Context: an optimization exercise on an open-source flow, tuned for small area, a short achievable clock period and few clock cycles. The choices shown serve that exercise and are no tape-out recipe. The RTL was checked by simulation tests, not by an equivalence proof against the original design. Power and IR drop assume default switching activity.

File: design.v
module pissoff_det (
    input  wire        clk,
    input  wire        rst,           
    input  wire        cmd_valid,
    output wire        cmd_ready,
    input  wire [31:0] cmd_data,
    input  wire        cmd_timer,     
    output reg         rsp_valid,
    output wire [31:0] rsp_data,
    output wire [3:0]  rsp_fault,
    output reg         adc_req,
    input  wire        adc_valid,
    input  wire [9:0]  adc_data,
    output reg         emit,
    output reg         ind
);
    localparam [7:0] OP_MEASURE   = 8'h20;
    localparam [7:0] OP_GET_AVG   = 8'h21;
    localparam [7:0] OP_START     = 8'h22;
    localparam [7:0] OP_STOP      = 8'h23;
    localparam [7:0] OP_TICK      = 8'h24;
    localparam [7:0] OP_IS_ALARM  = 8'h25;
    localparam [7:0] OP_CALIBRATE = 8'h26;
    localparam [7:0] OP_ARM_BLINK = 8'h30;
    localparam [7:0] OP_DISARM    = 8'h31;
    localparam [7:0] OP_READ_REG  = 8'h40;
    localparam [3:0] F_NONE        = 4'h0;
    localparam [3:0] F_ILLEGAL     = 4'h1;
    localparam [3:0] F_RESERVED    = 4'h2;
    localparam [3:0] F_WRONG_AGENT = 4'h3;
    localparam [3:0] F_PMODE_BUSY  = 4'h6;
    localparam [3:0] F_BAD_REGNO   = 4'h7;
    localparam [3:0] F_UNWRITTEN   = 4'h9;
    localparam [1:0] PM_OFF = 2'd0, PM_BLINK = 2'd1, PM_DETECT = 2'd2;
    localparam [1:0] K_MEAS = 2'd0, K_AVG = 2'd1, K_TICK = 2'd2, K_CAL = 2'd3;
    reg         rdy;             
    reg         dec;             
    reg         run;             
    reg         xd;              
    reg         cfirst;          
    reg  [1:0]  kind;
    reg  [1:0]  pmode;
    reg  [8:0]  thresh;
    reg         thresh_valid;
    reg  [7:0]  pos;
    reg         neg;
    reg         started;         
    reg         derr;            
    reg  [4:0]  cj;              
    reg  [9:0]  sr;              
    reg         sv;              
    reg         og;              
    reg         fin;             
    reg  [3:0]  sc;              
    reg  [1:0]  ph;              
    reg  [2:0]  iv;              
    reg  [13:0] acc;
    reg  [9:0]  sprev;
    reg  [12:0] bsum;
    reg  [13:0] dsum;
    reg  [29:0] W;
    assign cmd_ready = rdy;
    assign rsp_data  = {6'd0, W[25:0]};
    assign rsp_fault = W[29:26];
    wire [7:0] c_op    = W[15:8];
    wire [7:0] c_a8    = W[7:0];
    wire       c_rsvnz = W[16] | W[18];
    wire       c_tmr   = W[17];
    wire op_meas  = (c_op == OP_MEASURE);
    wire op_avg   = (c_op == OP_GET_AVG);
    wire op_start = (c_op == OP_START);
    wire op_stop  = (c_op == OP_STOP);
    wire op_tick  = (c_op == OP_TICK);
    wire op_alarm = (c_op == OP_IS_ALARM);
    wire op_cal   = (c_op == OP_CALIBRATE);
    wire op_arm   = (c_op == OP_ARM_BLINK);
    wire op_dis   = (c_op == OP_DISARM);
    wire op_rreg  = (c_op == OP_READ_REG);
    wire c_known = op_meas | op_avg | op_start | op_stop | op_tick | op_alarm |
                   op_cal | op_arm | op_dis | op_rreg;
    wire pm_off = (pmode == PM_OFF);
    wire pm_blk = (pmode == PM_BLINK);
    wire pm_det = (pmode == PM_DETECT);
    wire regno_ok = (c_a8 == 8'h0C) || (c_a8[7:3] == 5'b00010);
    wire regno_unwritten = ((c_a8 == 8'h10) && !thresh_valid) ||
                           ((c_a8 == 8'h12 || c_a8 == 8'h13 || c_a8 == 8'h14) && !started);
    reg [3:0] c_fault;
    always @(*) begin
        c_fault = F_NONE;
        if (!c_known)
            c_fault = F_ILLEGAL;
        else if (c_rsvnz || (!op_rreg && c_a8 != 8'd0))
            c_fault = F_RESERVED;
        else if (c_tmr != op_tick)
            c_fault = F_WRONG_AGENT;
        else if (((op_meas || op_avg || op_dis) && pm_det) ||
                 ((op_start || op_cal || op_arm) && !pm_off) ||
                 (op_stop && pm_blk))
            c_fault = F_PMODE_BUSY;
        else if (op_tick && !pm_det)
            c_fault = F_WRONG_AGENT;
        else if (op_rreg && !regno_ok)
            c_fault = F_BAD_REGNO;
        else if ((op_tick && !thresh_valid) || (op_alarm && !started) ||
                 (op_rreg && regno_unwritten))
            c_fault = F_UNWRITTEN;
    end
    wire c_ok = (c_fault == F_NONE);
    wire alarm = (pos[7:3] != 5'd0) || (pos[2] && pos[1:0] != 2'd0);
    reg [9:0] reg_rdata;
    always @(*) begin
        case (c_a8[4:0])
            5'h0C:   reg_rdata = {8'd0, pmode};
            5'h10:   reg_rdata = {1'b0, thresh};
            5'h11:   reg_rdata = {9'd0, thresh_valid};
            5'h12:   reg_rdata = {2'd0, pos};
            5'h13:   reg_rdata = {9'd0, neg};
            5'h14:   reg_rdata = {9'd0, alarm};
            5'h15:   reg_rdata = {9'd0, ind};
            5'h17:   reg_rdata = {7'd0, derr, derr, 1'b0};
            default: reg_rdata = 10'd0;
        endcase
    end
    wire c_measuring = op_meas | op_avg | op_tick | op_cal;
    wire [1:0] c_kind = {op_tick | op_cal, op_avg | op_cal};
    wire [9:0] c_rdata = !c_ok    ? 10'd0 :
                         op_alarm ? {9'd0, alarm} :
                         op_rreg  ? reg_rdata :
                         op_tick  ? {1'b0, thresh} : 10'd0;
    wire take    = adc_req & adc_valid;
    wire adv     = sv | xd;
    wire sc_wrap = (sc == 4'd15);
    wire [1:0] ph_nx = {ph == 2'd1, ph == 2'd0};      
    wire [1:0] ph_n  = sc_wrap ? ph_nx : ph;
    wire iv_inc  = sc_wrap && (ph == 2'd2);
    wire [1:0] ph_k1 = ((sv && sc >= 4'd14) || (!sv && sc_wrap)) ? ph_nx : ph;
    wire last16  = sv ? (sc == 4'd14) : sc_wrap;
    wire [13:0] acc_sum;
    wire [9:0]  ovs     = acc[13:4];
    wire [9:0]  df;
    wire        dnb;                                  
    wire        dneg    = !dnb;
    wire [9:0]  ad      = df ^ {10{dneg}};
    wire [13:0] dsum_sum;
    wire [12:0] bsum_sum;
    wire        e_b  = og && (ph == 2'd1);            
    wire        e_d  = og && (ph != 2'd1);            
    pd_add #(14) u_acc  (.a((sv && sc == 4'd0) ? 14'd0 : acc), .b({4'd0, sv ? sr : 10'd0}),
                         .ci(1'b0), .s(acc_sum), .co());
    pd_add #(10) u_df   (.a(ovs), .b(~sprev), .ci(1'b1), .s(df), .co(dnb));
    pd_add #(14) u_dsum (.a((e_d && (ph == 2'd2) && (iv == 3'd0)) ? 14'd0 : dsum),
                         .b({4'd0, e_d ? ad : 10'd0}), .ci(e_d && dneg),
                         .s(dsum_sum), .co());
    pd_add #(13) u_bsum (.a((e_b && (iv == 3'd0)) ? 13'd0 : bsum), .b({3'd0, e_b ? ovs : 10'd0}),
                         .ci(1'b0), .s(bsum_sum), .co());
    wire [9:0]  A    = dsum[13:4];                    
    wire [9:0]  head = ~bsum[12:3];                   
    wire [9:0]  dvs  = {head[9:1], head[0] | (bsum[12:3] == 10'h3FF)};
    wire kwin  = sv && run && (iv == 3'd7);
    wire kload = kwin && (ph == 2'd1) && (sc == 4'd1);
    wire kmul  = kwin && (ph == 2'd1) && (sc >= 4'd2) && (sc <= 4'd11);
    wire kdiv  = kwin && (ph == 2'd2) && (sc <= 4'd9);
    wire xmul  = xd && ((ph == 2'd0) || ((ph == 2'd1) && (sc < 4'd4)));
    wire xopen = (ph == 2'd0) && (sc < 4'd10);
    wire xdiv  = xd && (((ph == 2'd1) && (sc >= 4'd4)) || ((ph == 2'd2) && (sc < 4'd8)));
    wire xdone = xd && (ph == 2'd2) && (sc == 4'd8);
    wire [9:0]  opnd = xd ? (xopen ? A : 10'd0) : dvs;
    wire [10:0] msum;
    pd_add #(10) u_mul (.a(W[29:20]), .b({10{W[10]}} & opnd), .ci(1'b0),
                        .s(msum[9:0]), .co(msum[10]));
    wire [9:0]  dv   = xd ? dvs : 10'd1000;
    wire [10:0] rp   = {W[29:20], W[19]};
    wire [10:0] dd;
    wire        dge;
    pd_add #(11) u_div (.a(rp), .b(~{1'b0, dv}), .ci(1'b1), .s(dd), .co(dge));
    wire [9:0]  rn   = dge ? dd[9:0] : rp[9:0];
    wire hit;
    pd_add #(10) u_hit (.a(A), .b(~W[19:10]), .ci(1'b1),
                        .s(), .co(hit));
    wire        qsat  = (W[19:16] != 4'd0);
    wire        q300  = (W[19:9] != 11'd0) ||
                        (W[8:0] >= 9'd300);
    wire [8:0]  ct5;
    pd_add #(9) u_ct5 (.a(W[8:0]), .b(9'd5), .ci(1'b0), .s(ct5), .co());
    wire        ct_hi   = (W[8:0] >= 9'd295);
    wire        stopcal = (cj == 5'd31) || ct_hi;
    wire        keep_sampling = (kind == K_CAL) && !cfirst && !stopcal;
    wire dec_resp = dec && (!c_ok || !c_measuring);
    wire dec_meas = dec && c_ok && c_measuring;
    wire avg_resp = run && og && (kind == K_AVG);
    wire fin_tick = run && fin && (kind == K_TICK);
    wire fin_x    = run && fin && ((kind == K_MEAS) || (kind == K_CAL && cfirst));
    wire fin_cal  = run && fin && (kind == K_CAL) && !cfirst;
    wire cal_done = fin_cal && (hit ? ct_hi : (cj == 5'd31));
    wire cal_more = fin_cal && !cal_done && stopcal;
    wire ct_step  = fin_cal && hit && !ct_hi;
    wire x_meas   = xdone && (kind == K_MEAS);
    wire x_calerr = xdone && (kind == K_CAL) && q300;
    wire x_calgo  = xdone && (kind == K_CAL) && !q300;
    wire r01      = fin_tick || cal_done || x_calerr;
    wire respond  = dec_resp || avg_resp || r01 || x_meas;
    wire s_cap  = !run && !dec;                       
    wire s_dec  = dec;
    wire s_avg  = avg_resp;
    wire s_r01  = r01;
    wire s_xm   = x_meas;
    wire s_ct   = ct_step;
    wire s_ld   = kload || fin_x;
    wire s_mul  = kmul || xmul;
    wire s_div  = kdiv || xdiv;
    wire s_none = !(s_cap || s_dec || s_avg || s_r01 || s_xm || s_ct || s_ld || s_mul || s_div);
    wire s_lo   = s_none || ((s_ld || s_mul || s_div) && !xd);    
    wire [29:0] keep_m = {{11{s_none || s_cap || s_ct}}, {3{s_none || s_ct}}, {7{s_none || s_ct || s_xm}},
                          {9{s_xm}}} |
                         {20'd0, {10{s_lo}}};
    wire [29:0] w_cap  = {11'd0, (cmd_data[23:16] != 8'd0), cmd_timer, (cmd_data[15:8] != 8'd0),
                          cmd_data[31:24], cmd_data[7:0]};
    wire [29:0] w_resp = s_dec ? {c_fault, 16'd0, c_rdata} :
                         s_avg ? {20'd0, ovs} :
                         {29'd0, cal_done && !hit};
    wire [29:0] w_xm   = {4'd0, head, {16{qsat}}};
    wire [29:0] w_ld   = fin_x ? {10'd0, 10'd1000, 10'd0} : {10'd999, 1'b0, W[8:0], 10'd0};
    wire [29:0] w_mul  = {msum, W[19:11], W[10:1]};
    wire [29:0] w_div  = {rn, W[18:10], xd ? W[9] : dge, W[8:0], dge};
    wire [29:0] w_ct   = {21'd0, ct5};
    wire [29:0] W_next = (keep_m & W) |
                         ({30{s_cap}} & w_cap) |
                         ({30{s_dec || s_avg || s_r01}} & w_resp) |
                         ({30{s_xm}} & w_xm) |
                         ({30{s_ct}} & w_ct) |
                         ({{20{s_ld}}, 10'd0} & w_ld) |
                         ({{20{s_mul}}, {10{s_mul && xd}}} & w_mul) |
                         ({{20{s_div}}, {10{s_div && xd}}} & w_div);
    always @(posedge clk) begin
        sr <= adc_data;
        sv <= take;
        og <= sv && sc_wrap;
        fin <= og && (ph == 2'd0) && (iv == 3'd0) && run && (kind != K_AVG);
        if (dec || xdone) begin
            sc <= 4'd0;
            ph <= 2'd0;
            iv <= 3'd0;
        end else if (adv) begin
            sc <= sc + 4'd1;
            ph <= ph_n;
            if (iv_inc) iv <= iv + 3'd1;
        end
        acc  <= acc_sum;
        bsum <= bsum_sum;
        dsum <= dsum_sum;
        if (og && (ph != 2'd0)) sprev <= ovs;
        W <= W_next;
        if (take) begin
            emit <= (ph_k1 == 2'd1) && (kind != K_AVG);
            if (last16 && ((kind == K_AVG) ||
                           ((ph == 2'd2) && (iv == 3'd7) && !keep_sampling)))
                adc_req <= 1'b0;
        end
        if (dec_meas || cal_more || x_calgo)
            adc_req <= 1'b1;
        if (x_calgo) begin
            cj     <= 5'd0;
            cfirst <= 1'b0;
        end
        if (fin_cal) begin
            if (hit) cj <= 5'd0;
            else     cj <= cj + 5'd1;
        end
        if (fin_x) xd <= 1'b1;
        if (xdone) xd <= 1'b0;
        if (dec_meas) begin
            run    <= 1'b1;
            kind   <= c_kind;
            cfirst <= 1'b1;
        end
        if (dec && c_ok) begin
            if (op_start) begin
                pos     <= 8'd0;
                neg     <= 1'b0;
                started <= 1'b1;
                pmode   <= PM_DETECT;
            end
            if (op_stop || (op_dis && pm_blk))
                pmode <= PM_OFF;
            if (op_arm)
                pmode <= PM_BLINK;
            if (op_start || op_stop || (op_dis && pm_blk))
                ind <= 1'b0;
        end
        if (fin_tick) begin
            if (hit) begin
                pos <= pos + 8'd1;
                neg <= 1'b0;
            end else begin
                if (neg) pos <= 8'd0;
                neg <= !neg;
            end
            ind <= hit;
        end
        if (cal_done && !hit) begin
            thresh       <= ct5;
            thresh_valid <= 1'b1;
        end
        if ((cal_done && hit) || x_calerr)
            derr <= 1'b1;
        dec <= rdy && cmd_valid;
        if (cmd_valid) rdy <= 1'b0;
        rsp_valid <= respond;
        if (respond) begin
            rdy <= 1'b1;
            run <= 1'b0;
        end
        if (rst) begin
            rdy          <= 1'b1;
            dec          <= 1'b0;
            run          <= 1'b0;
            xd           <= 1'b0;
            adc_req      <= 1'b0;
            emit         <= 1'b0;
            ind          <= 1'b0;
            rsp_valid    <= 1'b0;
            pmode        <= PM_OFF;
            thresh_valid <= 1'b0;
            started      <= 1'b0;
            derr         <= 1'b0;
        end
    end
endmodule
module pd_add #(parameter N = 8) (
    input  wire [N-1:0] a,
    input  wire [N-1:0] b,
    input  wire         ci,
    output wire [N-1:0] s,
    output wire         co
);
    wire [N:0] c;
    assign c[0] = ci;
    genvar i;
    generate
        for (i = 0; i < N; i = i + 1) begin : g
            assign s[i]   = a[i] ^ b[i] ^ c[i];
            assign c[i+1] = (a[i] & b[i]) | (c[i] & (a[i] ^ b[i]));
        end
    endgenerate
    assign co = c[N];
endmodule
File: flow/run.sh
#!/bin/bash
set -euo pipefail
here=$PWD
R=$here/orfs/results/sky130hd/pissoff_det/base
LIB=$FLOW_HOME/platforms/sky130hd/lib/sky130_fd_sc_hd__tt_025C_1v80.lib
EXTRA=(
  "BUFFER_PORTS_ARGS=-buffer_cell sky130_fd_sc_hd__buf_1"
  "SETUP_SLACK_MARGIN=42.95"
  "SETUP_MOVE_SEQUENCE=sizeup,buffer"
  "CTS_ARGS=-sink_clustering_enable -repair_clock_nets -buf_list sky130_fd_sc_hd__clkbuf_8 -dont_use_dummy_load"
)
bash standard.sh "${EXTRA[@]}" synth > flow_synth.log 2>&1

cp "$R/1_2_yosys.v" "$here/std_netlist.v"
sed -e "s#@LIB@#$LIB#g" -e "s#@IN@#$here/std_netlist.v#g" -e "s#@OUT@#$here/reopt_netlist.v#g" \
    -e "s#@ABC@#$here/flow/area.abc#g" flow/reopt.ys > reopt_run.ys
# keep the re-mapped netlist only if Yosys proves it equivalent to the
# standard one (flip-flops paired by instance name)
if yosys -s reopt_run.ys > flow_reopt.log 2>&1 &&
   sed -e "s#@LIB@#$LIB#g" -e "s#@IN@#$here/std_netlist.v#g" -e "s#@OUT@#$here/reopt_netlist.v#g" \
       flow/equiv.ys > equiv_run.ys &&
   yosys -s equiv_run.ys > flow_equiv.log 2>&1; then
  cp "$here/reopt_netlist.v" "$R/1_2_yosys.v"
  rm -f "$R/1_synth.odb" "$R/1_synth.sdc"
fi

bash standard.sh "${EXTRA[@]}" finish > flow_finish.log 2>&1
File: flow/area.abc
strash
&get -n
&deepsyn -T 60
&dch -f
&nf -R 1000 -p -F 8 -A 4 -a
&put
topo
stime -p
File: flow/equiv.ys
# Prove the re-mapped netlist equivalent to the standard synthesis netlist.
read_liberty -ignore_miss_func @LIB@
read_verilog @IN@
rename pissoff_det gold
read_verilog @OUT@
rename pissoff_det gate
flatten gold gate
equiv_make gold gate equiv
hierarchy -top equiv
equiv_simple -seq 2
equiv_induct
equiv_status -assert
File: flow/reopt.ys
# Re-map the combinational logic of the standard synthesis netlist for area.
# Flip-flops, adder cells and tie cells stay black boxes, so every register
# keeps its instance name and its cell type.
read_liberty -ignore_miss_func @LIB@
read_verilog @IN@
hierarchy -top pissoff_det
blackbox sky130_fd_sc_hd__dfxtp_1 sky130_fd_sc_hd__dfxtp_2 sky130_fd_sc_hd__dfxtp_4 sky130_fd_sc_hd__edfxtp_1 sky130_fd_sc_hd__fa_1 sky130_fd_sc_hd__ha_1 sky130_fd_sc_hd__conb_1
flatten -noscopeinfo
rename -hide w:*.*
opt_clean -purge
tee -o reopt_before.txt stat
design -stash top
read_liberty -lib @LIB@
design -copy-from top -as pissoff_det pissoff_det
hierarchy -top pissoff_det
abc -liberty @LIB@ -script @ABC@ -dont_use sky130_fd_sc_hd__probe_p_8 -dont_use sky130_fd_sc_hd__probec_p_8 -dont_use sky130_fd_sc_hd__lpflow_* -dont_use sky130_fd_sc_hd__clkdly* -dont_use sky130_fd_sc_hd__dlygate* -dont_use sky130_fd_sc_hd__dlymetal*
opt_clean -purge
hilomap -singleton -hicell sky130_fd_sc_hd__conb_1 HI -locell sky130_fd_sc_hd__conb_1 LO
splitnets
opt_clean -purge
insbuf -buf sky130_fd_sc_hd__buf_4 A X
check -assert
tee -o reopt_after.txt stat -liberty @LIB@
write_verilog -noattr -noexpr -nohex -nodec @OUT@
File: standard.sh
#!/bin/bash
# synth_recipe.tcl (not shown) runs the flow's synth.tcl, then flattens the netlist and writes it again
# the make line also repeats each setting of config.mk as NAME=value (left out here)
make -C /OpenROAD-flow-scripts/flow DESIGN_CONFIG=/design/flow/config.mk WORK_HOME=/design/flow/orfs CLKGATE_MAP_FILE= SYNTH_SCRIPT=/design/flow/synth_recipe.tcl "${@:-finish}"
File: config.mk
export PLATFORM = sky130hd
export DESIGN_NAME = pissoff_det
export DESIGN_NICKNAME = pissoff_det
export VERILOG_FILES = /design/flow/design.v
export SDC_FILE = /design/flow/constraint.sdc
export NUM_CORES = 4
export LEC_CHECK = 0
export CAP_MARGIN = 20
export CORE_MARGIN = 2
export CORE_UTILIZATION = 40
export CTS_BUF_LIST = sky130_fd_sc_hd__clkbuf_8
export SLEW_MARGIN = 20
File: constraint.sdc
create_clock -name core_clock -period 55.0 [get_ports {clk}]
set_input_delay 11.0000 -clock core_clock [delete_from_list [all_inputs] [get_ports {clk}]]
set_output_delay 11.0000 -clock core_clock [all_outputs]
set_load 0.01 [all_outputs]
==> results.tsv <==
metric	value	unit
run status	timing/DRC/antenna clean	
routed length on met3	1610	um
Routability Congestion	0.920	
Crit path arrival time	1.01	ns
Worst-path clk slew	0.07	ns
crit-path max cell delay	0.40	ns
crit path capture type	primary output	
CTS Buffer Depth	2	
drt pass-1 iters	6	
Syn. warnings	1	
Final Setup Violations	0	
DR WL/cell	18.4	um
mean area per synthesized cell	9.57	um2
core box area	20200	um2
root buffer cell	clkbuf_8	
DRC	0	
routed length on met2	10100	um
placed cells	1204	
initial antenna violation count	0	
synthesized area	8180	um2
layout cell share with drive strength beyond 1	0.0981	
vias in the first global route	6709	
Die Ht	147	um
Synth Instances	855	
Hold EP	dec$_SDFF_PP0_	
first-pass GRT wire length	36500	um
largest net degree at the start of global routing	21	
uppermost layer routed	met4	
antenna-violating nets left	0	
required time worst endpoint	44.00	ns
Seq. cell area	3200	um2
Worst setup SP type	register	
vias	6807	
GR Overflow Total	0	
Slew Viols, Final	0	
worst skew pair latency	0.45	ns
critical path type	reg2out	
Critical Path, Cell by Cell	buf_1	
RR Startpoint	acc[4]$_DFF_P_	
H-tree depth	4	
Critical R2R Capture	dsum[12]$_DFF_P_	
setup_tns	0	ns
Slew headroom	0.332	
# rows	52	
Initial Util	0.406	
hold depth	2	
Worst VDD drop	0.0135	mV
CP delay by family, top	flip-flops	
DRT iter0 DRCs	606	
Worst-Margin Slew	0.992	ns
max_cap viols	0	
Tcrit/Tclk final	0.218	
reg2reg path depth	30	
boundary pin count	88	
Reg2Reg Setup Slack	45.70	ns
Max Fclk	83.3	MHz
highest-count cells in the layout ignoring fill and taps	dfxtp_1 (87), nand2_1 (87), clkinv_1 (83)	
# nets final	1116	
CTS sink count	142	
CTS tree	yes	
leakage	3.52	nW
Clock Skew	0.0292	ns
Synth-to-Final Area Change	13.8	%
die width	147	um
# fillers	1983	
RSZ-0062 raised after global routing	false	
Avg Vias per Cell	5.50	
Layout Cells excl Fill	1238	
CTS Buf Count	17	
Tmin final	12.01	ns
gr usage total	0.217	
Die Area	21600	um2
hold path start	rdy$_SDFFE_PP1P_	
area of the multi-input gates	4710	um2
Pwr Density	21.9	nW/um2
slowest cell on the critical path	dfxtp_4	
Hold Path Class	reg2reg	
DRT met1 WL	10700	um
Final Hold Vio Count	0	
port bufs	81	
CTS Hold Bufs	0	
HPWL Detailed	17100	um
Post-Route WL	22800	um
Max FO, Critical Path	6	
buffers and inverters on the worst path	1	
ANT cells	0	
-- tightest hold or removal path, cell delays in order, from the launching register on --
cell,delay [ns]
dfxtp_1,0.33
nand2_1,0.07
nor2_1,0.03
-- layer usage --
metal / vias up / global-route usage
met1: 3272 / 0.304
met3: 22 / 0.0553
met2: 254 / 0.334
li1: 3259 / -
met4: 0 / 0.0620
met5: - / 0
-- power by group --
| part | switching (mW) | total (mW) | leakage, nW | internal [mW] |
|---|---|---|---|---|
| clock network | 0.0346 | 0.0619 | 0.122 | 0.0272 |
| registers | 0.00537 | 0.116 | 1.20 | 0.111 |
| logic | 0.0150 | 0.0259 | 2.20 | 0.0109 |
| total | 0.0550 | 0.204 | 3.52 | 0.149 |
-- area by class of cell --
| cell class | count | area share |
|---|---|---|
| Sequential cell | 142 | 0.344 |
| Clock buffer | 17 | 0.0251 |
| Multi-Input combinational cell | 619 | 0.506 |
| Inverter | 83 | 0.0334 |
| Tap cell | 270 | 0.0363 |
| Timing Repair Buffer | 107 | 0.0560 |
-- state kept, by name, summed over array words and instances, names as in the netlist, 5 cells and up --
register and cells:
acc 14, pos 8, thresh 9, bsum 13, sr 10, dsum 14, sprev 10, W 30
cj 5
-- through the flow --
stage	utilization	instance area [um2]	setup WS, ns	hold slack (ns)	total power, mW
after global routing	0.462	9310	42.95	0.489	0.215
after CTS	0.455	9180	42.88	0.473	0.206
after global placement	0.438	8830	42.73	0.451	0.143
final	0.462	9310	42.99	0.466	0.204
after detailed placement	0.438	8830	42.72	0.458	0.143
after floorplan	-	8250	42.90	0.437	0.135
-- worst max-delay path by stage --
stage,startpoint,cells past startpoint,end
6_report,W[19]$_DFF_P_,1,rsp_data[19]
5_1_grt,W[18]$_DFF_P_,1,rsp_data[18]
4_1_cts,W[8]$_DFF_P_,1,rsp_data[8]
3_5_place_dp,cmd_data[15],7,W[16]$_DFF_P_
3_3_place_gp,cmd_data[15],7,W[16]$_DFF_P_
2_1_floorplan,cmd_data[15],6,W[16]$_DFF_P_
-- timing repair --
item | 4_1_cts | 5_1_grt
hold endpoints to repair | 0 | 0
gates resized for setup | 48 | 19
endpoints found under the setup margin | 26 | 22
setup buffers | 4 | 13
Testbench counts, summed over its fixed seeds: cycles 267,872.

port drivers added, routing unchanged:
In the flow no input, the clock included, has a driving cell. The finished layout below was timed again as built, in two steps.
Step 1 assumes that a clkbuf_16 drives the clock port and a buf_2 every other input.
Step 2 adds t to the input delays and takes it off the output delays; t is the mean of the earliest and latest rising clock arrival at the registers after step 1. Input paths then give back, and output paths get back, about the clock's delay inside the block.
a / b / c = ideal ports / drivers / drivers and shift; a / b = the first two.
t, ns: 0.473
slack for setup (ns): 42.994 / 42.956 / 42.726
worst hold slack (ns): 0.466 / 0.466 / 0.466
worst data-port slew with drivers (ns): 0.03
cell pins on the clock port's net: 1
After both steps setup and hold are still met in this run. For this run, drivers alone change the setup slack by -0.038 ns; drivers and shift together by -0.268 ns.
